From an optimization exercise on the open Yosys and OpenROAD flow, aimed at small area, a short achievable clock period and few clock cycles per item; shortcuts taken in it are not production practice. Only simulation tests tie the RTL to the original design; equivalence was not proved. No activity file was given, so power comes from the tool's default toggle rates.

===== design/flow/flow/run.sh =====
#!/bin/bash
set -euo pipefail
export BUFFER_PORTS_ARGS="-buffer_cell sky130_fd_sc_hd__buf_1"
bash standard.sh finish SETUP_SLACK_MARGIN=5.6 TNS_END_PERCENT=0 > standard_flow.log 2>&1

===== design/flow/standard.sh =====
#!/bin/bash
# synth_recipe.tcl (not shown) runs the flow's synth.tcl, then flattens the netlist and writes it again
# the make line also repeats each setting of config.mk as NAME=value (left out here)
make -C /OpenROAD-flow-scripts/flow DESIGN_CONFIG=/design/flow/config.mk WORK_HOME=/design/flow/orfs CLKGATE_MAP_FILE= SYNTH_SCRIPT=/design/flow/synth_recipe.tcl "${@:-finish}"

===== design/flow/config.mk =====
export PLATFORM = sky130hd
export DESIGN_NAME = lpc1_cksum
export DESIGN_NICKNAME = lpc1_cksum
export VERILOG_FILES = /design/flow/design.v
export SDC_FILE = /design/flow/constraint.sdc
export NUM_CORES = 4
export LEC_CHECK = 0
export CAP_MARGIN = 20
export CORE_MARGIN = 2
export CORE_UTILIZATION = 40
export CTS_CLUSTER_DIAMETER = 100
export CTS_CLUSTER_SIZE = 25
export PLACE_DENSITY = 0.75
export SETUP_SLACK_MARGIN = 5
export SLEW_MARGIN = 20
export SYNTH_HIERARCHICAL = 1
export SYNTH_MEMORY_MAX_BITS = 8192
export SYNTH_MINIMUM_KEEP_SIZE = 0
export TNS_END_PERCENT = 0

===== design/flow/constraint.sdc =====
create_clock -name core_clock -period 8.0 [get_ports {clk}]
set_input_delay 1.6000 -clock core_clock [delete_from_list [all_inputs] [get_ports {clk}]]
set_output_delay 1.6000 -clock core_clock [all_outputs]
set_load 0.01 [all_outputs]

===== design/flow/design.v =====
module lpc1_crc24w (
    input  wire [23:0] f,
    input  wire [31:0] x,
    output wire [23:0] fn
);
    wire s0;
    lpc1_x2 u_s0 (.a(x[0]), .b(f[0]), .y(s0));
    wire s1;
    lpc1_x2 u_s1 (.a(x[1]), .b(f[1]), .y(s1));
    wire s2;
    lpc1_x2 u_s2 (.a(x[2]), .b(f[2]), .y(s2));
    wire s3;
    lpc1_x2 u_s3 (.a(x[3]), .b(f[3]), .y(s3));
    wire s4;
    lpc1_x2 u_s4 (.a(x[4]), .b(f[4]), .y(s4));
    wire s5;
    lpc1_x2 u_s5 (.a(x[5]), .b(f[5]), .y(s5));
    wire s6;
    lpc1_x2 u_s6 (.a(x[6]), .b(f[6]), .y(s6));
    wire s7;
    lpc1_x2 u_s7 (.a(x[7]), .b(f[7]), .y(s7));
    wire s8;
    lpc1_x2 u_s8 (.a(x[8]), .b(f[8]), .y(s8));
    wire s9;
    lpc1_x2 u_s9 (.a(x[9]), .b(f[9]), .y(s9));
    wire s10;
    lpc1_x2 u_s10 (.a(x[10]), .b(f[10]), .y(s10));
    wire s11;
    lpc1_x2 u_s11 (.a(x[11]), .b(f[11]), .y(s11));
    wire s12;
    lpc1_x2 u_s12 (.a(x[12]), .b(f[12]), .y(s12));
    wire s13;
    lpc1_x2 u_s13 (.a(x[13]), .b(f[13]), .y(s13));
    wire s14;
    lpc1_x2 u_s14 (.a(x[14]), .b(f[14]), .y(s14));
    wire s15;
    lpc1_x2 u_s15 (.a(x[15]), .b(f[15]), .y(s15));
    wire s16;
    lpc1_x2 u_s16 (.a(x[16]), .b(f[16]), .y(s16));
    wire s17;
    lpc1_x2 u_s17 (.a(x[17]), .b(f[17]), .y(s17));
    wire s18;
    lpc1_x2 u_s18 (.a(x[18]), .b(f[18]), .y(s18));
    wire s19;
    lpc1_x2 u_s19 (.a(x[19]), .b(f[19]), .y(s19));
    wire s20;
    lpc1_x2 u_s20 (.a(x[20]), .b(f[20]), .y(s20));
    wire s21;
    lpc1_x2 u_s21 (.a(x[21]), .b(f[21]), .y(s21));
    wire s22;
    lpc1_x2 u_s22 (.a(x[22]), .b(f[22]), .y(s22));
    wire s23;
    lpc1_x2 u_s23 (.a(x[23]), .b(f[23]), .y(s23));
    wire [31:0] y = {x[31], x[30], x[29], x[28], x[27], x[26], x[25], x[24], s23, s22, s21, s20, s19, s18, s17, s16, s15, s14, s13, s12, s11, s10, s9, s8, s7, s6, s5, s4, s3, s2, s1, s0};
    wire s24;
    lpc1_x2 u_s24 (.a(y[23]), .b(y[30]), .y(s24));
    wire s25;
    lpc1_x2 u_s25 (.a(y[24]), .b(y[25]), .y(s25));
    wire s26;
    lpc1_x2 u_s26 (.a(y[11]), .b(y[31]), .y(s26));
    wire s27;
    lpc1_x2 u_s27 (.a(y[0]), .b(y[3]), .y(s27));
    wire s28;
    lpc1_x2 u_s28 (.a(y[10]), .b(y[1]), .y(s28));
    wire s29;
    lpc1_x2 u_s29 (.a(y[2]), .b(y[5]), .y(s29));
    wire s30;
    lpc1_x2 u_s30 (.a(y[9]), .b(s24), .y(s30));
    wire s31;
    lpc1_x2 u_s31 (.a(y[4]), .b(y[8]), .y(s31));
    wire s32;
    lpc1_x2 u_s32 (.a(y[26]), .b(s25), .y(s32));
    wire s33;
    lpc1_x2 u_s33 (.a(y[7]), .b(s26), .y(s33));
    wire s34;
    lpc1_x2 u_s34 (.a(y[29]), .b(y[6]), .y(s34));
    wire s35;
    lpc1_x2 u_s35 (.a(y[28]), .b(s29), .y(s35));
    wire s36;
    lpc1_x2 u_s36 (.a(y[15]), .b(y[8]), .y(s36));
    wire s37;
    lpc1_x2 u_s37 (.a(y[20]), .b(y[27]), .y(s37));
    wire s38;
    lpc1_x2 u_s38 (.a(y[12]), .b(s27), .y(s38));
    wire s39;
    lpc1_x2 u_s39 (.a(y[4]), .b(s28), .y(s39));
    wire s40;
    lpc1_x2 u_s40 (.a(y[16]), .b(s30), .y(s40));
    wire s41;
    lpc1_x2 u_s41 (.a(y[14]), .b(y[6]), .y(s41));
    wire s42;
    lpc1_x2 u_s42 (.a(y[10]), .b(y[17]), .y(s42));
    wire s43;
    lpc1_x2 u_s43 (.a(y[22]), .b(y[30]), .y(s43));
    wire s44;
    lpc1_x2 u_s44 (.a(y[27]), .b(s31), .y(s44));
    wire s45;
    lpc1_x2 u_s45 (.a(y[18]), .b(s26), .y(s45));
    wire s46;
    lpc1_x2 u_s46 (.a(s25), .b(s34), .y(s46));
    wire s47;
    lpc1_x2 u_s47 (.a(y[19]), .b(s27), .y(s47));
    wire s48;
    lpc1_x2 u_s48 (.a(y[21]), .b(s28), .y(s48));
    wire s49;
    lpc1_x2 u_s49 (.a(y[24]), .b(s31), .y(s49));
    wire s50;
    lpc1_x2 u_s50 (.a(y[13]), .b(s39), .y(s50));
    wire s51;
    lpc1_x2 u_s51 (.a(y[1]), .b(s33), .y(s51));
    wire s52;
    lpc1_x2 u_s52 (.a(s35), .b(s30), .y(s52));
    wire s53;
    lpc1_x2 u_s53 (.a(y[7]), .b(s40), .y(s53));
    wire s54;
    lpc1_x2 u_s54 (.a(y[25]), .b(y[26]), .y(s54));
    wire s55;
    lpc1_x2 u_s55 (.a(y[15]), .b(y[2]), .y(s55));
    wire s56;
    lpc1_x2 u_s56 (.a(y[16]), .b(y[9]), .y(s56));
    wire s57;
    lpc1_x2 u_s57 (.a(y[12]), .b(s24), .y(s57));
    wire s58;
    lpc1_x2 u_s58 (.a(y[29]), .b(s32), .y(s58));
    wire s59;
    lpc1_x2 u_s59 (.a(y[23]), .b(s36), .y(s59));
    wire s60;
    lpc1_x2 u_s60 (.a(s41), .b(s29), .y(s60));
    wire s61;
    lpc1_x2 u_s61 (.a(y[6]), .b(s32), .y(s61));
    wire s62;
    lpc1_x2 u_s62 (.a(y[17]), .b(s37), .y(s62));
    wire s63;
    lpc1_x2 u_s63 (.a(y[19]), .b(s43), .y(s63));
    wire s64;
    lpc1_x2 u_s64 (.a(y[0]), .b(s37), .y(s64));
    wire s65;
    lpc1_x2 u_s65 (.a(y[13]), .b(s38), .y(s65));
    wire s66;
    lpc1_x2 u_s66 (.a(y[14]), .b(s35), .y(s66));
    wire s67;
    lpc1_x2 u_s67 (.a(s42), .b(s45), .y(s67));
    wire s68;
    lpc1_x2 u_s68 (.a(s62), .b(s32), .y(s68));
    wire s69;
    lpc1_x2 u_s69 (.a(s34), .b(s49), .y(s69));
    wire s70;
    lpc1_x2 u_s70 (.a(s44), .b(s51), .y(s70));
    wire s71;
    lpc1_x2 u_s71 (.a(y[27]), .b(y[31]), .y(s71));
    wire s72;
    lpc1_x2 u_s72 (.a(y[3]), .b(y[8]), .y(s72));
    wire s73;
    lpc1_x2 u_s73 (.a(s54), .b(s71), .y(s73));
    wire s74;
    lpc1_x2 u_s74 (.a(s72), .b(s73), .y(s74));
    assign fn[0] = ~(s57 ^ s74);
    wire s75;
    lpc1_x2 u_s75 (.a(y[28]), .b(s25), .y(s75));
    wire s76;
    lpc1_x2 u_s76 (.a(s31), .b(s75), .y(s76));
    wire s77;
    lpc1_x2 u_s77 (.a(s30), .b(s76), .y(s77));
    assign fn[1] = ~(s65 ^ s77);
    wire s78;
    lpc1_x2 u_s78 (.a(y[31]), .b(y[0]), .y(s78));
    wire s79;
    lpc1_x2 u_s79 (.a(y[14]), .b(y[5]), .y(s79));
    wire s80;
    lpc1_x2 u_s80 (.a(y[9]), .b(s78), .y(s80));
    wire s81;
    lpc1_x2 u_s81 (.a(s79), .b(s58), .y(s81));
    wire s82;
    lpc1_x2 u_s82 (.a(s80), .b(s50), .y(s82));
    assign fn[2] = ~(s81 ^ s82);
    wire s83;
    lpc1_x2 u_s83 (.a(s26), .b(s28), .y(s83));
    wire s84;
    lpc1_x2 u_s84 (.a(s38), .b(s59), .y(s84));
    wire s85;
    lpc1_x2 u_s85 (.a(s60), .b(s83), .y(s85));
    assign fn[3] = (s84 ^ s85);
    wire s86;
    lpc1_x2 u_s86 (.a(y[13]), .b(s55), .y(s86));
    wire s87;
    lpc1_x2 u_s87 (.a(s61), .b(s86), .y(s87));
    wire s88;
    lpc1_x2 u_s88 (.a(s40), .b(s87), .y(s88));
    assign fn[4] = ~(s70 ^ s88);
    wire s89;
    lpc1_x2 u_s89 (.a(y[24]), .b(s42), .y(s89));
    wire s90;
    lpc1_x2 u_s90 (.a(s89), .b(s66), .y(s90));
    assign fn[5] = (s53 ^ s90);
    wire s91;
    lpc1_x2 u_s91 (.a(s36), .b(s27), .y(s91));
    wire s92;
    lpc1_x2 u_s92 (.a(s46), .b(s91), .y(s92));
    assign fn[6] = (s67 ^ s92);
    wire s93;
    lpc1_x2 u_s93 (.a(y[18]), .b(y[23]), .y(s93));
    wire s94;
    lpc1_x2 u_s94 (.a(s56), .b(s93), .y(s94));
    wire s95;
    lpc1_x2 u_s95 (.a(s47), .b(s94), .y(s95));
    assign fn[7] = ~(s95 ^ s70);
    wire s96;
    lpc1_x2 u_s96 (.a(y[31]), .b(s39), .y(s96));
    wire s97;
    lpc1_x2 u_s97 (.a(s47), .b(s52), .y(s97));
    wire s98;
    lpc1_x2 u_s98 (.a(s68), .b(s96), .y(s98));
    assign fn[8] = ~(s97 ^ s98);
    wire s99;
    lpc1_x2 u_s99 (.a(y[0]), .b(y[11]), .y(s99));
    wire s100;
    lpc1_x2 u_s100 (.a(y[18]), .b(y[20]), .y(s100));
    wire s101;
    lpc1_x2 u_s101 (.a(s99), .b(s100), .y(s101));
    wire s102;
    lpc1_x2 u_s102 (.a(s35), .b(s48), .y(s102));
    wire s103;
    lpc1_x2 u_s103 (.a(s57), .b(s101), .y(s103));
    wire s104;
    lpc1_x2 u_s104 (.a(s69), .b(s102), .y(s104));
    assign fn[9] = ~(s103 ^ s104);
    wire s105;
    lpc1_x2 u_s105 (.a(y[21]), .b(y[9]), .y(s105));
    wire s106;
    lpc1_x2 u_s106 (.a(s29), .b(s105), .y(s106));
    wire s107;
    lpc1_x2 u_s107 (.a(s46), .b(s63), .y(s107));
    wire s108;
    lpc1_x2 u_s108 (.a(s106), .b(s51), .y(s108));
    wire s109;
    lpc1_x2 u_s109 (.a(s65), .b(s107), .y(s109));
    assign fn[10] = ~(s108 ^ s109);
    wire s110;
    lpc1_x2 u_s110 (.a(y[22]), .b(y[2]), .y(s110));
    wire s111;
    lpc1_x2 u_s111 (.a(y[7]), .b(s41), .y(s111));
    wire s112;
    lpc1_x2 u_s112 (.a(s110), .b(s64), .y(s112));
    wire s113;
    lpc1_x2 u_s113 (.a(s111), .b(s50), .y(s113));
    assign fn[11] = (s112 ^ s113);
    wire s114;
    lpc1_x2 u_s114 (.a(y[11]), .b(y[1]), .y(s114));
    wire s115;
    lpc1_x2 u_s115 (.a(y[21]), .b(y[3]), .y(s115));
    wire s116;
    lpc1_x2 u_s116 (.a(y[7]), .b(s114), .y(s116));
    wire s117;
    lpc1_x2 u_s117 (.a(s115), .b(s59), .y(s117));
    wire s118;
    lpc1_x2 u_s118 (.a(s116), .b(s66), .y(s118));
    assign fn[12] = (s117 ^ s118);
    wire s119;
    lpc1_x2 u_s119 (.a(y[22]), .b(s55), .y(s119));
    wire s120;
    lpc1_x2 u_s120 (.a(s56), .b(s38), .y(s120));
    wire s121;
    lpc1_x2 u_s121 (.a(s119), .b(s69), .y(s121));
    assign fn[13] = (s120 ^ s121);
    wire s122;
    lpc1_x2 u_s122 (.a(y[25]), .b(y[17]), .y(s122));
    wire s123;
    lpc1_x2 u_s123 (.a(y[3]), .b(y[5]), .y(s123));
    wire s124;
    lpc1_x2 u_s124 (.a(s122), .b(s123), .y(s124));
    wire s125;
    lpc1_x2 u_s125 (.a(s124), .b(s50), .y(s125));
    assign fn[14] = (s53 ^ s125);
    wire s126;
    lpc1_x2 u_s126 (.a(y[26]), .b(s49), .y(s126));
    wire s127;
    lpc1_x2 u_s127 (.a(s60), .b(s67), .y(s127));
    assign fn[15] = ~(s126 ^ s127);
    wire s128;
    lpc1_x2 u_s128 (.a(y[26]), .b(y[18]), .y(s128));
    wire s129;
    lpc1_x2 u_s129 (.a(y[19]), .b(y[5]), .y(s129));
    wire s130;
    lpc1_x2 u_s130 (.a(y[6]), .b(s36), .y(s130));
    wire s131;
    lpc1_x2 u_s131 (.a(s128), .b(s129), .y(s131));
    wire s132;
    lpc1_x2 u_s132 (.a(s30), .b(s33), .y(s132));
    wire s133;
    lpc1_x2 u_s133 (.a(s130), .b(s131), .y(s133));
    assign fn[16] = ~(s132 ^ s133);
    wire s134;
    lpc1_x2 u_s134 (.a(y[10]), .b(y[20]), .y(s134));
    wire s135;
    lpc1_x2 u_s135 (.a(s134), .b(s47), .y(s135));
    wire s136;
    lpc1_x2 u_s136 (.a(s61), .b(s135), .y(s136));
    assign fn[17] = ~(s53 ^ s136);
    wire s137;
    lpc1_x2 u_s137 (.a(s31), .b(s48), .y(s137));
    wire s138;
    lpc1_x2 u_s138 (.a(s33), .b(s68), .y(s138));
    assign fn[18] = (s137 ^ s138);
    wire s139;
    lpc1_x2 u_s139 (.a(y[21]), .b(y[22]), .y(s139));
    wire s140;
    lpc1_x2 u_s140 (.a(s27), .b(s139), .y(s140));
    wire s141;
    lpc1_x2 u_s141 (.a(s45), .b(s140), .y(s141));
    assign fn[19] = ~(s52 ^ s141);
    wire s142;
    lpc1_x2 u_s142 (.a(s34), .b(s28), .y(s142));
    wire s143;
    lpc1_x2 u_s143 (.a(s32), .b(s44), .y(s143));
    wire s144;
    lpc1_x2 u_s144 (.a(s63), .b(s142), .y(s144));
    assign fn[20] = (s143 ^ s144);
    wire s145;
    lpc1_x2 u_s145 (.a(s54), .b(s64), .y(s145));
    wire s146;
    lpc1_x2 u_s146 (.a(s33), .b(s52), .y(s146));
    assign fn[21] = ~(s145 ^ s146);
    wire s147;
    lpc1_x2 u_s147 (.a(y[28]), .b(s24), .y(s147));
    wire s148;
    lpc1_x2 u_s148 (.a(s46), .b(s48), .y(s148));
    assign fn[22] = (s147 ^ s148);
    wire s149;
    lpc1_x2 u_s149 (.a(y[2]), .b(s43), .y(s149));
    wire s150;
    lpc1_x2 u_s150 (.a(s58), .b(s33), .y(s150));
    assign fn[23] = ~(s149 ^ s150);
endmodule
module lpc1_crc10w (
    input  wire [9:0]  c,
    input  wire [31:0] x,
    output wire [9:0]  cn
);
    wire s0;
    lpc1_x2 u_s0 (.a(x[0]), .b(c[2]), .y(s0));
    wire s1;
    lpc1_x2 u_s1 (.a(x[1]), .b(c[3]), .y(s1));
    wire s2;
    lpc1_x2 u_s2 (.a(x[2]), .b(c[4]), .y(s2));
    wire s3;
    lpc1_x2 u_s3 (.a(x[3]), .b(c[5]), .y(s3));
    wire s4;
    lpc1_x2 u_s4 (.a(x[4]), .b(c[6]), .y(s4));
    wire s5;
    lpc1_x2 u_s5 (.a(x[5]), .b(c[7]), .y(s5));
    wire s6;
    lpc1_x2 u_s6 (.a(x[6]), .b(c[8]), .y(s6));
    wire s7;
    lpc1_x2 u_s7 (.a(x[7]), .b(c[9]), .y(s7));
    wire s8;
    lpc1_x2 u_s8 (.a(x[14]), .b(c[0]), .y(s8));
    wire s9;
    lpc1_x2 u_s9 (.a(x[15]), .b(c[1]), .y(s9));
    wire [31:0] y = {x[31], x[30], x[29], x[28], x[27], x[26], x[25], x[24], x[23], x[22], x[21], x[20], x[19], x[18], x[17], x[16], s9, s8, x[13], x[12], x[11], x[10], x[9], x[8], s7, s6, s5, s4, s3, s2, s1, s0};
    wire s10;
    lpc1_x2 u_s10 (.a(y[23]), .b(y[24]), .y(s10));
    wire s11;
    lpc1_x2 u_s11 (.a(y[25]), .b(y[8]), .y(s11));
    wire s12;
    lpc1_x2 u_s12 (.a(y[26]), .b(y[3]), .y(s12));
    wire s13;
    lpc1_x2 u_s13 (.a(y[7]), .b(s11), .y(s13));
    wire s14;
    lpc1_x2 u_s14 (.a(y[6]), .b(s10), .y(s14));
    wire s15;
    lpc1_x2 u_s15 (.a(y[11]), .b(s13), .y(s15));
    wire s16;
    lpc1_x2 u_s16 (.a(y[9]), .b(s12), .y(s16));
    wire s17;
    lpc1_x2 u_s17 (.a(y[12]), .b(y[18]), .y(s17));
    wire s18;
    lpc1_x2 u_s18 (.a(y[13]), .b(y[19]), .y(s18));
    wire s19;
    lpc1_x2 u_s19 (.a(y[10]), .b(y[16]), .y(s19));
    wire s20;
    lpc1_x2 u_s20 (.a(y[0]), .b(y[28]), .y(s20));
    wire s21;
    lpc1_x2 u_s21 (.a(y[15]), .b(y[27]), .y(s21));
    wire s22;
    lpc1_x2 u_s22 (.a(y[1]), .b(y[29]), .y(s22));
    wire s23;
    lpc1_x2 u_s23 (.a(y[2]), .b(y[30]), .y(s23));
    wire s24;
    lpc1_x2 u_s24 (.a(y[14]), .b(y[20]), .y(s24));
    wire s25;
    lpc1_x2 u_s25 (.a(s24), .b(s16), .y(s25));
    wire s26;
    lpc1_x2 u_s26 (.a(y[12]), .b(y[31]), .y(s26));
    wire s27;
    lpc1_x2 u_s27 (.a(y[13]), .b(y[21]), .y(s27));
    wire s28;
    lpc1_x2 u_s28 (.a(y[10]), .b(s17), .y(s28));
    wire s29;
    lpc1_x2 u_s29 (.a(y[2]), .b(s19), .y(s29));
    wire s30;
    lpc1_x2 u_s30 (.a(y[14]), .b(y[22]), .y(s30));
    wire s31;
    lpc1_x2 u_s31 (.a(y[17]), .b(s20), .y(s31));
    wire s32;
    lpc1_x2 u_s32 (.a(y[4]), .b(s21), .y(s32));
    wire s33;
    lpc1_x2 u_s33 (.a(y[15]), .b(s22), .y(s33));
    wire s34;
    lpc1_x2 u_s34 (.a(y[5]), .b(s14), .y(s34));
    wire s35;
    lpc1_x2 u_s35 (.a(y[0]), .b(s23), .y(s35));
    wire s36;
    lpc1_x2 u_s36 (.a(s31), .b(s15), .y(s36));
    wire s37;
    lpc1_x2 u_s37 (.a(s15), .b(s18), .y(s37));
    wire s38;
    lpc1_x2 u_s38 (.a(s25), .b(s26), .y(s38));
    wire s39;
    lpc1_x2 u_s39 (.a(s14), .b(s32), .y(s39));
    wire s40;
    lpc1_x2 u_s40 (.a(s16), .b(s36), .y(s40));
    assign cn[0] = (s39 ^ s40);
    wire s41;
    lpc1_x2 u_s41 (.a(y[11]), .b(y[17]), .y(s41));
    wire s42;
    lpc1_x2 u_s42 (.a(y[3]), .b(s41), .y(s42));
    wire s43;
    lpc1_x2 u_s43 (.a(s28), .b(s42), .y(s43));
    wire s44;
    lpc1_x2 u_s44 (.a(s33), .b(s34), .y(s44));
    assign cn[1] = (s43 ^ s44);
    wire s45;
    lpc1_x2 u_s45 (.a(y[4]), .b(y[6]), .y(s45));
    wire s46;
    lpc1_x2 u_s46 (.a(s17), .b(s45), .y(s46));
    wire s47;
    lpc1_x2 u_s47 (.a(s35), .b(s46), .y(s47));
    assign cn[2] = (s37 ^ s47);
    wire s48;
    lpc1_x2 u_s48 (.a(y[1]), .b(y[5]), .y(s48));
    wire s49;
    lpc1_x2 u_s49 (.a(y[7]), .b(s18), .y(s49));
    wire s50;
    lpc1_x2 u_s50 (.a(s48), .b(s49), .y(s50));
    assign cn[3] = (s50 ^ s38);
    wire s51;
    lpc1_x2 u_s51 (.a(s10), .b(s27), .y(s51));
    wire s52;
    lpc1_x2 u_s52 (.a(s29), .b(s51), .y(s52));
    wire s53;
    lpc1_x2 u_s53 (.a(s52), .b(s25), .y(s53));
    assign cn[4] = (s36 ^ s53);
    wire s54;
    lpc1_x2 u_s54 (.a(y[21]), .b(y[7]), .y(s54));
    wire s55;
    lpc1_x2 u_s55 (.a(s20), .b(s22), .y(s55));
    wire s56;
    lpc1_x2 u_s56 (.a(s28), .b(s30), .y(s56));
    wire s57;
    lpc1_x2 u_s57 (.a(s14), .b(s54), .y(s57));
    wire s58;
    lpc1_x2 u_s58 (.a(s55), .b(s56), .y(s58));
    assign cn[5] = (s57 ^ s58);
    wire s59;
    lpc1_x2 u_s59 (.a(y[22]), .b(y[23]), .y(s59));
    wire s60;
    lpc1_x2 u_s60 (.a(s59), .b(s23), .y(s60));
    wire s61;
    lpc1_x2 u_s61 (.a(s33), .b(s60), .y(s61));
    assign cn[6] = (s37 ^ s61);
    wire s62;
    lpc1_x2 u_s62 (.a(y[23]), .b(y[8]), .y(s62));
    wire s63;
    lpc1_x2 u_s63 (.a(s62), .b(s35), .y(s63));
    assign cn[7] = (s63 ^ s38);
    wire s64;
    lpc1_x2 u_s64 (.a(y[31]), .b(y[8]), .y(s64));
    wire s65;
    lpc1_x2 u_s65 (.a(y[9]), .b(y[1]), .y(s65));
    wire s66;
    lpc1_x2 u_s66 (.a(y[3]), .b(s27), .y(s66));
    wire s67;
    lpc1_x2 u_s67 (.a(s19), .b(s64), .y(s67));
    wire s68;
    lpc1_x2 u_s68 (.a(s65), .b(s66), .y(s68));
    wire s69;
    lpc1_x2 u_s69 (.a(s67), .b(s32), .y(s69));
    assign cn[8] = (s68 ^ s69);
    wire s70;
    lpc1_x2 u_s70 (.a(s21), .b(s29), .y(s70));
    wire s71;
    lpc1_x2 u_s71 (.a(s12), .b(s30), .y(s71));
    wire s72;
    lpc1_x2 u_s72 (.a(s13), .b(s34), .y(s72));
    wire s73;
    lpc1_x2 u_s73 (.a(s70), .b(s71), .y(s73));
    assign cn[9] = (s72 ^ s73);
endmodule
module lpc1_crc6h (
    input  wire [15:0] x,
    output wire [5:0]  c
);
    wire s0;
    lpc1_x2 u_s0 (.a(x[1]), .b(x[7]), .y(s0));
    wire s1;
    lpc1_x2 u_s1 (.a(x[2]), .b(x[8]), .y(s1));
    wire s2;
    lpc1_x2 u_s2 (.a(x[10]), .b(s0), .y(s2));
    wire s3;
    lpc1_x2 u_s3 (.a(x[14]), .b(s1), .y(s3));
    wire s4;
    lpc1_x2 u_s4 (.a(x[13]), .b(x[3]), .y(s4));
    wire s5;
    lpc1_x2 u_s5 (.a(x[5]), .b(x[6]), .y(s5));
    wire s6;
    lpc1_x2 u_s6 (.a(x[12]), .b(x[15]), .y(s6));
    wire s7;
    lpc1_x2 u_s7 (.a(x[0]), .b(x[11]), .y(s7));
    wire s8;
    lpc1_x2 u_s8 (.a(x[9]), .b(s5), .y(s8));
    wire s9;
    lpc1_x2 u_s9 (.a(x[4]), .b(s3), .y(s9));
    wire s10;
    lpc1_x2 u_s10 (.a(x[8]), .b(s4), .y(s10));
    wire s11;
    lpc1_x2 u_s11 (.a(s2), .b(s8), .y(s11));
    assign c[0] = (s10 ^ s11);
    wire s12;
    lpc1_x2 u_s12 (.a(x[11]), .b(x[1]), .y(s12));
    wire s13;
    lpc1_x2 u_s13 (.a(x[5]), .b(s4), .y(s13));
    wire s14;
    lpc1_x2 u_s14 (.a(s12), .b(s13), .y(s14));
    assign c[1] = (s9 ^ s14);
    wire s15;
    lpc1_x2 u_s15 (.a(x[13]), .b(s6), .y(s15));
    wire s16;
    lpc1_x2 u_s16 (.a(s2), .b(s15), .y(s16));
    assign c[2] = (s9 ^ s16);
    wire s17;
    lpc1_x2 u_s17 (.a(x[15]), .b(x[6]), .y(s17));
    wire s18;
    lpc1_x2 u_s18 (.a(s7), .b(s17), .y(s18));
    wire s19;
    lpc1_x2 u_s19 (.a(s2), .b(s3), .y(s19));
    assign c[3] = (s18 ^ s19);
    wire s20;
    lpc1_x2 u_s20 (.a(x[2]), .b(x[3]), .y(s20));
    wire s21;
    lpc1_x2 u_s21 (.a(x[9]), .b(s0), .y(s21));
    wire s22;
    lpc1_x2 u_s22 (.a(s6), .b(s7), .y(s22));
    wire s23;
    lpc1_x2 u_s23 (.a(s20), .b(s21), .y(s23));
    assign c[4] = (s22 ^ s23);
    wire s24;
    lpc1_x2 u_s24 (.a(x[0]), .b(x[12]), .y(s24));
    wire s25;
    lpc1_x2 u_s25 (.a(x[4]), .b(x[7]), .y(s25));
    wire s26;
    lpc1_x2 u_s26 (.a(s1), .b(s24), .y(s26));
    wire s27;
    lpc1_x2 u_s27 (.a(s25), .b(s8), .y(s27));
    assign c[5] = (s26 ^ s27);
endmodule
module lpc1_x2 (
    input  wire a,
    input  wire b,
    output wire y
);
    assign y = a ^ b;
endmodule
module lpc1_xn2 (
    input  wire a,
    input  wire b,
    output wire y
);
    assign y = ~(a ^ b);
endmodule
module lpc1_cksum (
    input  wire        clk,
    input  wire        rst,
    input  wire        cmd_valid,
    output wire        cmd_ready,
    input  wire [31:0] cmd_word,
    input  wire [31:0] cmd_len,
    input  wire [23:0] cmd_fcs_in,
    input  wire        in_valid,
    output wire        in_ready,
    input  wire [31:0] in_data,
    output reg         done,
    output wire [7:0]  code,
    output reg  [7:0]  last_op,
    output reg         match,
    output reg  [23:0] fcs_val,
    output reg  [23:0] fcs_rx,
    output reg  [16:0] fcs_cover,
    output reg  [16:0] out_len,
    output reg  [5:0]  crc6,
    output reg  [9:0]  crc10
);
    localparam [3:0] C_OK           = 4'b0_000;    
    localparam [3:0] C_FCS_MISMATCH = 4'b0_001;    
    localparam [3:0] C_NO_CRC       = 4'b0_010;    
    localparam [3:0] C_ERR_LEN      = 4'b1_000;    
    localparam [3:0] C_ERR_TYPE     = 4'b1_001;    
    localparam [3:0] C_ERR_OVERFLOW = 4'b1_011;    
    localparam [3:0] C_ERR_PARAM    = 4'b1_100;    
    localparam [3:0] C_ERR_CMD      = 4'b1_101;    
    reg        rdy;           
    reg        irdy;          
    reg        setup;         
    reg        o_calc, o_gen, o_chk, o_crc6, o_crc10, o_splice;
    reg        illegal;       
    reg        big;           
    reg        sup_ov;        
    reg [16:0] rem;           
    reg [3:0]  jb;            
    reg        ui_elig;       
    reg [31:0] wrot;          
    reg [23:0] prev;          
    reg [1:0]  cidx;          
    reg        wv;            
    reg        wfirst;        
    reg        wsecond;       
    reg        wlast;         
    reg        ui;            
    reg        u0;            
    reg        u1;            
    reg        iu0;           
    reg        fcs_w;         
    reg        c10_on;        
    reg        cmpx;          
    reg        fcs_step;      
    reg  [3:0] code_q;
    assign code = {3'b000, code_q[3], 1'b0, code_q[2:0]};
    assign cmd_ready = rdy;
    assign in_ready  = irdy;
    wire d_calc   = (cmd_word == 32'h0000_0001);
    wire d_gen    = (cmd_word == 32'h0000_0002) || (cmd_word == 32'h0000_0102);
    wire d_chk    = (cmd_word == 32'h0000_0003);
    wire d_crc6   = (cmd_word == 32'h0000_0010);
    wire d_crc10  = (cmd_word == 32'h0000_0011);
    wire d_splice = (cmd_word == 32'h0000_0012);
    wire d_legal  = d_calc | d_gen | d_chk | d_crc6 | d_crc10 | d_splice;
    wire p_calc   = ~cmd_word[4] & (cmd_word[1:0] == 2'b01);
    wire p_gen    = ~cmd_word[4] & (cmd_word[1:0] == 2'b10);
    wire p_chk    = ~cmd_word[4] & (cmd_word[1:0] == 2'b11);
    wire p_crc6   =  cmd_word[4] & (cmd_word[1:0] == 2'b00);
    wire p_crc10  =  cmd_word[4] & (cmd_word[1:0] == 2'b01);
    wire p_splice =  cmd_word[4] & (cmd_word[1:0] == 2'b10);
    wire d_big    = (|cmd_len[31:17]) | (cmd_len[16] & (|cmd_len[15:0]));
    wire [1:0] d_j = (cmd_word[1:0] == 2'b11) ? ~cmd_len[1:0]
                                              : {cmd_len[1] ^ cmd_len[0], cmd_len[0]};
    wire [3:0] d_jh = {d_j == 2'd3, d_j == 2'd2, d_j == 2'd1, d_j == 2'd0};
    wire d_ui_elig = (p_gen & (|cmd_len[31:3])) |
                     (p_chk & ((|cmd_len[31:4]) |
                               (cmd_len[3] & (cmd_len[2] | (cmd_len[1] & cmd_len[0])))));
    wire d_iu     = cmd_word[4];
    wire d_len_hi0 = (cmd_len[31:17] == 15'd0);
    wire d_le65533 = d_len_hi0 & ~cmd_len[16] & ~(&cmd_len[15:1]);
    wire d_ge3     = (|cmd_len[31:2]) | (&cmd_len[1:0]);
    wire d_fcs_w   = p_calc |
                     (p_gen & ~(cmd_word[8] & (|cmd_fcs_in)) & d_le65533) |
                     (p_chk & d_ge3);
    wire d_words  = d_legal & (cmd_len[31:17] == 15'd0) &
                    (cmd_len[16] ? (cmd_len[15:0] == 16'd0) : (cmd_len[15:0] != 16'd0));
    wire accept = cmd_valid & rdy;
    wire fire   = in_valid & irdy;
    wire [16:0] n        = rem;                  
    wire        n_zero   = (n == 17'd0);
    wire        n_lt2    = (n[16:1] == 16'd0);
    wire        n_lt3    = n_lt2 | (n == 17'd2);
    wire        n_lt4    = (n[16:2] == 15'd0);
    wire        n_ovf    = (n > 17'd65533);
    wire        n_ragged = |rem[1:0];            
    wire        rem_gt4  = (|rem[16:3]) | (rem[2] & (|rem[1:0]));
    wire        rem_gt8  = (|rem[16:4]) | (rem[3] & (|rem[2:0]));
    wire        more_after = wv ? rem_gt8 : rem_gt4;
    wire        iuup     = o_crc10 | o_splice;
    wire ui_pat  = (in_data[15:13] == 3'b110) & ~in_data[16];
    wire ui_word = ui_elig & ui_pat;
    wire ui_next = (u0 & ui_pat) | u1;
    wire [3:0] jn = ui_next ? 4'b0010 : (iu0 ? 4'b0001 : jb);
    wire [3:0] t      = wrot[7:4];
    wire       t_none = (t == 4'd1);
    wire       t_ok   = (t == 4'd0) || (t == 4'd14);
    wire [5:0] crc6_word;
    lpc1_crc6h u_crc6 (.x(wrot[15:0]), .c(crc6_word));
    wire       crc6_wr = wv & wfirst &
                         ((o_crc6 & ~n_lt2) | (o_splice & t_ok & ~n_lt4));
    wire [31:0] rot = ({32{jn[0]}} & in_data) |
                      ({32{jn[1]}} & {in_data[23:0], prev[23:16]}) |
                      ({32{jn[2]}} & {in_data[15:0], prev[23:8]}) |
                      ({32{jn[3]}} & {in_data[7:0], prev[23:0]});
    localparam [23:0] FCS_INIT0 = 24'h000000, FCS_INIT1 = 24'h7016E8,
                      FCS_INIT2 = 24'hC7030A, FCS_INIT3 = 24'h53F40E;
    wire [23:0] fcs_init_b = ({24{jb[1]}} & FCS_INIT1) | ({24{jb[2]}} & FCS_INIT2) |
                             ({24{jb[3]}} & FCS_INIT3);
    wire [23:0] fcs_init   = ui_next ? FCS_INIT1 : fcs_init_b;
    wire fcs_load = ~rdy & (cidx == 2'd0) & fcs_w & ~illegal & ~big;
    wire [23:0] fcs_next;
    lpc1_crc24w u_crc24 (.f(fcs_val), .x(wrot), .fn(fcs_next));
    wire [9:0] crc10_next;
    lpc1_crc10w u_crc10 (.c(crc10), .x(wrot), .cn(crc10_next));
    wire fcs_take = fcs_w & ~(ui & (cidx == 2'd2)) &
                    ~(o_chk & n_ragged & ~more_after);
    wire c10_step = wv & c10_on & ~wfirst;
    wire        chk_cmp = o_chk & fcs_w &
                          ((wv & wlast & n_ragged) | cmpx);
    wire [23:0] rx_word = wrot[23:0];
    wire        rx_eq   = (fcs_val == rx_word);
    always @(posedge clk) begin
        wrot <= rot;
        if (fire)
            prev <= (iuup & (cidx == 2'd0)) ? 24'h0 : in_data[31:8];
        else if (rdy)
            prev <= 24'h0;
        if (rdy) begin
            o_calc   <= p_calc;
            o_gen    <= p_gen;
            o_chk    <= p_chk;
            o_crc6   <= p_crc6;
            o_crc10  <= p_crc10;
            o_splice <= p_splice;
            illegal  <= ~d_legal;
            big      <= d_big;
            sup_ov   <= cmd_word[8] & (|cmd_fcs_in);
            jb       <= d_jh;
            fcs_w    <= d_fcs_w;
            ui_elig  <= d_ui_elig;
        end
        if (rdy)
            rem <= cmd_len[16:0];
        else if (wv)
            rem <= rem - 17'd4;
        if (rdy) begin
            cidx   <= 2'd0;
            u0     <= d_ui_elig;
            u1     <= 1'b0;
            iu0    <= d_iu;
        end else if (fire) begin
            if (cidx != 2'd2)
                cidx <= cidx + 2'd1;
            u0  <= 1'b0;
            u1  <= u0 & ui_pat;
            iu0 <= 1'b0;
        end
        wfirst  <= (cidx == 2'd0);
        wsecond <= (cidx == 2'd1);
        wlast   <= ~more_after;
        if (cidx == 2'd0)
            ui <= ui_word;
        if (rdy)
            c10_on <= 1'b0;
        else if (wv & wfirst & iuup & t_ok & ~(wlast & n_ragged))
            c10_on <= 1'b1;
    end
    always @(posedge clk) begin
        if (rst) begin
            rdy       <= 1'b1;
            irdy      <= 1'b0;
            fcs_step  <= 1'b0;
            setup     <= 1'b0;
            wv        <= 1'b0;
            cmpx      <= 1'b0;
            done      <= 1'b0;
            code_q    <= 4'h0;
            last_op   <= 8'h00;
            match     <= 1'b0;
            fcs_val   <= 24'h0;
            fcs_rx    <= 24'h0;
            fcs_cover <= 17'h0;
            out_len   <= 17'h0;
            crc6      <= 6'h0;
            crc10     <= 10'h0;
        end else begin
            done  <= 1'b0;
            setup <= accept;
            cmpx  <= 1'b0;
            wv    <= fire;
            fcs_step <= fire & fcs_take;
            if (accept) begin
                rdy     <= 1'b0;
                last_op <= cmd_word[7:0];
            end
            if (rdy)
                irdy <= cmd_valid & d_words;
            else if (in_valid)
                irdy <= irdy & more_after;
            if (setup) begin
                if (illegal) begin
                    code_q  <= C_ERR_CMD;
                    out_len <= 17'h0;
                    done    <= 1'b1;
                    rdy     <= 1'b1;
                end else if (big) begin
                    code_q <= C_ERR_PARAM;
                    if (o_gen | o_splice)
                        out_len <= 17'h0;
                    done <= 1'b1;
                    rdy  <= 1'b1;
                end else begin
                    if (n_zero) begin
                        done <= 1'b1;
                        rdy  <= 1'b1;
                    end
                    if (o_calc) begin
                        code_q    <= C_OK;
                        fcs_cover <= n;
                    end
                    if (o_gen) begin
                        if (n_ovf) begin
                            code_q  <= C_ERR_OVERFLOW;
                            out_len <= 17'h0;
                        end else begin
                            code_q  <= C_OK;
                            out_len <= n + 17'd3;
                            fcs_cover <= sup_ov ? 17'h0 : n;
                        end
                    end
                    if (o_chk) begin
                        if (n_lt3)
                            code_q <= C_ERR_LEN;
                        else
                            fcs_cover <= n - 17'd3;
                    end
                    if (o_crc6)
                        code_q <= n_lt2 ? C_ERR_LEN : C_OK;
                    if (o_crc10)
                        code_q <= C_ERR_LEN;    
                    if (o_splice) begin
                        code_q  <= C_ERR_LEN;
                        out_len <= n;         
                    end
                end
            end
            if (fcs_load)
                fcs_val <= fcs_init;
            if (crc6_wr)
                crc6 <= crc6_word;
            if (fcs_step)
                fcs_val <= fcs_next;
            if (c10_step)
                crc10 <= crc10_next;
            if (wv & wfirst) begin
                if (ui & fcs_w)
                    fcs_cover <= 17'd7;
                if (iuup) begin
                    if (t_none) begin
                        code_q <= C_NO_CRC;
                        if (o_crc10)
                            crc10 <= 10'h0;
                    end else if (!t_ok) begin
                        code_q <= C_ERR_TYPE;
                        if (o_splice)
                            out_len <= 17'h0;
                    end else if (wlast & n_ragged) begin
                        code_q <= C_ERR_LEN;
                        if (o_splice)
                            out_len <= 17'h0;
                    end else begin
                        code_q <= C_OK;
                        crc10 <= 10'h0;
                    end
                end
            end
            if (chk_cmp) begin
                fcs_rx <= rx_word;
                match  <= rx_eq;
                code_q <= rx_eq ? C_OK : C_FCS_MISMATCH;
                done   <= 1'b1;
                rdy    <= 1'b1;
            end else if (wv & wlast) begin
                if (o_chk & fcs_w) begin
                    cmpx <= 1'b1;
                end else begin
                    done <= 1'b1;
                    rdy  <= 1'b1;
                end
            end
        end
    end
endmodule

==> flow_summary.json <==
{
  "status": "no timing/DRC/antenna violations",
  "yosysWarningCount": 7,
  "drt-wirelength-per-cell_um": 20.8,
  "reg2reg_from": "rem[3]$_DFFE_PN_",
  "die_width_um": 184,
  "startpoint": "fcs_val[22]$_SDFFE_PP0P_",
  "grt_usage_pct": 25.1,
  "slew_headroom_pct": 43.8,
  "worstMarginPinSlew_ns": 0.840,
  "max_cap_viol_count": 0,
  "first_pass_iters": 8,
  "antenna_found_initial": 2,
  "crit_buf_inv": 1,
  "h-tree-depth": 1,
  "fin_util_pct": 50.0,
  "grt_overflow_total": 0,
  "viasPerCell": 5.75,
  "finalClockSkew_ns": 0.0256,
  "ff2ff_path_depth": 9,
  "worstPathCellList": "buf_2",
  "critPathSlowestCell": "dfxtp_2",
  "multi_input_comb_area_um2": 8240,
  "slowest_delay_ns": 0.44,
  "rsz0062_at_grt": "true",
  "powerDensity_nw_per_um2": 239,
  "initial_core_util_pct": 40.8,
  "place.gp.congestion": 1.02,
  "fin_tns_setup_ns": 0,
  "finalCriticalPeriod_ns": 2.71,
  "ys_types": 76,
  "ant_nets": 0,
  "die_h_um": 184,
  "cp.required_ns": 6.40,
  "ctsHoldBuffers": 0,
  "critPathArrivalTime_ns": 1.11,
  "async_reset_ff_share_pct": 0,
  "p_sw_share_pct": 40.8,
  "root_buffer": "clkbuf_16",
  "core_area_um2": 31600,
  "nFillCells": 2901,
  "p_comb_share_pct": 43.7,
  "synth_edf_count": 59,
  "die_area_um2": 33700,
  "io_pins": 242,
  "cp.depth": 1,
  "ys_seq_elements": 215,
  "cts_made_buffers": 14,
  "worstPathMaxFanout": 4,
  "path_clk_slew_ns": 0.09,
  "syn_area_per_cell_um2": 8.76,
  "min_path_type": "reg -> reg",
  "seqPwrFrac_pct": 35.7,
  "insertion_delay_ns": 0.50,
  "rows": 65,
  "grt_max_degree": 44,
  "regArea_um2": 4960,
  "cts_sinks": 215,
  "finalCritPeriodShare_pct": 33.9,
  "peakVddDrop_mv": 0.221,
  "synth-main-ff-cell": "dfxtp_1",
  "worstSetupEndpoint": "fcs_val[22]",
  "drc_errors": 0,
  "crit_family": "flip-flops",
  "port_buffers": 237,
  "layout.nets": 1839,
  "r2r-end": "crc6[2]$_SDFFE_PP0P_",
  "area.growth.synth_to_final_pct": 22.5,
  "grt_pass1_vias": 11300,
  "yosysSeqAreaShare_pct": 37.9,
  "grt_pass1_wl_um": 66200,
  "power.switching_w": 0.00154,
  "p_leak_nw": 6.10,
  "drt_iter0_drc": 1347,
  "tritoncts": "done",
  "syn_inst": 1473,
  "p_int_w": 0.00224,
  "critical_path_class": "reg -> out",
  "hold_slack_ns": 0.453,
  "endpoint_kind": "output port",
  "vias": 12200,
  "drive_gt1_share_pct": 13.1,
  "critPathLaunchType": "flip-flop",
  "clockPowerShare_pct": 20.7,
  "setup_viol": 0,
  "wl_um": 44000,
  "hold_violations": 0,
  "rrSetupSlack_ns": 5.30,
  "clockBufferDepth": 3,
  "place_hpwl_um": 31100,
  "max_freq_mhz": 369,
  "syn-cell-area_um2": 12900,
  "final_max_slew_viol_count": 0
}
==> logic make-up (layout without fill, tap and decap cells) <==
logic type,count (synthesis),in the layout,synth area share (%)
AO/OA/AOI/OAI,287,287,15.2
XOR/XNOR,344,344,23.3
adder cells (fa/ha/maj),13,13,1.26
buffers and inverters,107,339,3.38
flip-flops,215,215,37.9
multiplexers,19,19,1.48
other,1,6,0.0291
AND/OR/NAND/NOR,487,489,17.4
==> sequential cells by signal, summed over array words and instances (netlist names), 2 cells and up <==
| register | flops |
|---|---|
| fcs_cover | 17 |
| fcs_val | 24 |
| prev | 24 |
| fcs_rx | 24 |
| out_len | 17 |
| jb | 4 |
| last_op | 8 |
| crc10 | 10 |
| rem | 17 |
| crc6 | 6 |
| wrot | 32 |
| cidx | 2 |
| code_q | 4 |
==> synth_stat cells (14+ instances only) <==
library cell    n  area [um^2]
inv_1          18         67.6
a222oi_1       34          340
clkbuf_1       70          263
nand2_1       219          822
xnor2_1        47          412
edfxtp_1       59         1770
nand4_1        16          100
nor4_1         30          188
a31oi_1        14         87.6
mux2i_1        18          180
xor2_1        297         2600
and2_1         30          188
nor3_1         28          140
a21oi_1       103          515
nor2_1         99          372
o21ai_0        41          205
dfxtp_1       156         3120
nand3_1        14         70.1
==> layout by cell type (no fill, tap or decap), types with 34 or more instances in the layout <==
cell and instances:
xnor2_1 47, dfxtp_1 118, o21ai_0 39, nand2_1 217
a21oi_1 102, a222oi_1 34, buf_4 51, edfxtp_1 59
xor2_1 264, buf_1 220, nor2_1 94
==> metal layers <==
layer	GRT usage (%)	routed length, um	part of all wire, %	up-vias
met2	39.8	20100	46	650
met4	7.30	1300	3.0	0
met3	3.68	3800	8.6	83
met5	0	0	0	-
met1	35.6	18800	43	5841
li1	-	-	-	5579
==> worst min-delay path by stage <==
| stage | endpoint | depth (start not counted) | from | slack [ns] |
|---|---|---|---|---|
| global route | cmpx$_SDFF_PP0_ | 2 | wlast$_DFF_P_ | 0.48 |
| finish | wrot[0]$_DFF_P_ | 2 | prev[0]$_SDFFCE_PP0P_ | 0.45 |
| global placement | wrot[0]$_DFF_P_ | 2 | prev[0]$_SDFFCE_PP0P_ | 0.42 |
| CTS | wrot[0]$_DFF_P_ | 2 | prev[0]$_SDFFCE_PP0P_ | 0.45 |
| floorplan | wrot[0]$_DFF_P_ | 2 | prev[0]$_SDFFCE_PP0P_ | 0.42 |
| detailed placement | wrot[0]$_DFF_P_ | 2 | prev[0]$_SDFFCE_PP0P_ | 0.43 |
==> per-module statistics from Yosys, one instance, submodules excluded <==
module	times used	cells	area, um^2	flops+latches
lpc1_crc24w	1	24	210	0
lpc1_cksum	1	1180	10300	215
lpc1_crc10w	1	10	87.6	0
lpc1_crc6h	1	6	52.6	0
lpc1_x2	253	1	8.76	0
==> power by group through the flow <==
stage	clock network (W)	registers, W	logic, W
floorplan	0	0.00127	0.00120
global placement	0	0.00137	0.00147
detailed placement	0	0.00137	0.00149
CTS	0.000802	0.00134	0.00157
global route	0.000840	0.00135	0.00177
finish	0.000783	0.00135	0.00165
==> layout make-up <==
| cell class | count | share of cell area, % |
|---|---|---|
| antenna | 2 | 0.0317 |
| clock buffer | 20 | 2.56 |
| clock inverter | 4 | 0.380 |
| inverter | 18 | 0.427 |
| multi-input combinational | 1156 | 52.1 |
| sequential | 215 | 31.4 |
| tap | 402 | 3.18 |
| timing repair buffer | 297 | 9.90 |
==> timing repair <==
item	CTS	global route
pin swaps	18	21
gates cloned	4	3
setup buffers	16	27
endpoints found under the setup margin	260	288
gates resized for setup	113	52
==> stage by stage <==
step | std cells | setup WS (ns) | total power [W] | cell area (um^2)
6_report | 2114 | 5.29 | 0.00379 | 15800
5_1_grt | 2112 | 5.23 | 0.00396 | 15800
4_1_cts | 2082 | 5.29 | 0.00371 | 15300
3_5_place_dp | 2038 | 4.23 | 0.00285 | 14100
3_3_place_gp | 2037 | 4.29 | 0.00284 | 14100
2_1_floorplan | 1476 | 5.13 | 0.00247 | 13000
Testbench counts, summed over its fixed seeds: cycles 10,251, items 384.

[re-timing with driven ports]
No port has a modelled driver above. Below, the same layout with a new extraction and two added sets of constraints.
Step 1 assumes that a clkbuf_16 drives the clock port and a buf_2 every other input.
Step 2 moves the port delays by t, midway between the first and last clock arrival at a register: inputs arrive t later, outputs are due t later. That takes back most of the time a late clock gives input paths.
Three values: no drivers, after step 1, after step 2; two values: the first two.
shift t [ns]: 0.535
setup slack, ns: 5.288 / 5.237 / 4.816
worst setup path after step 2: input to register
clock arrival spread, ns: 0.026 / 0.026
worst register clock-pin slew, ns: 0.10 / 0.10
After both steps setup and hold are still met in this run. The setup slack of this run moves by -0.051 ns with the drivers and by -0.472 ns with both steps.
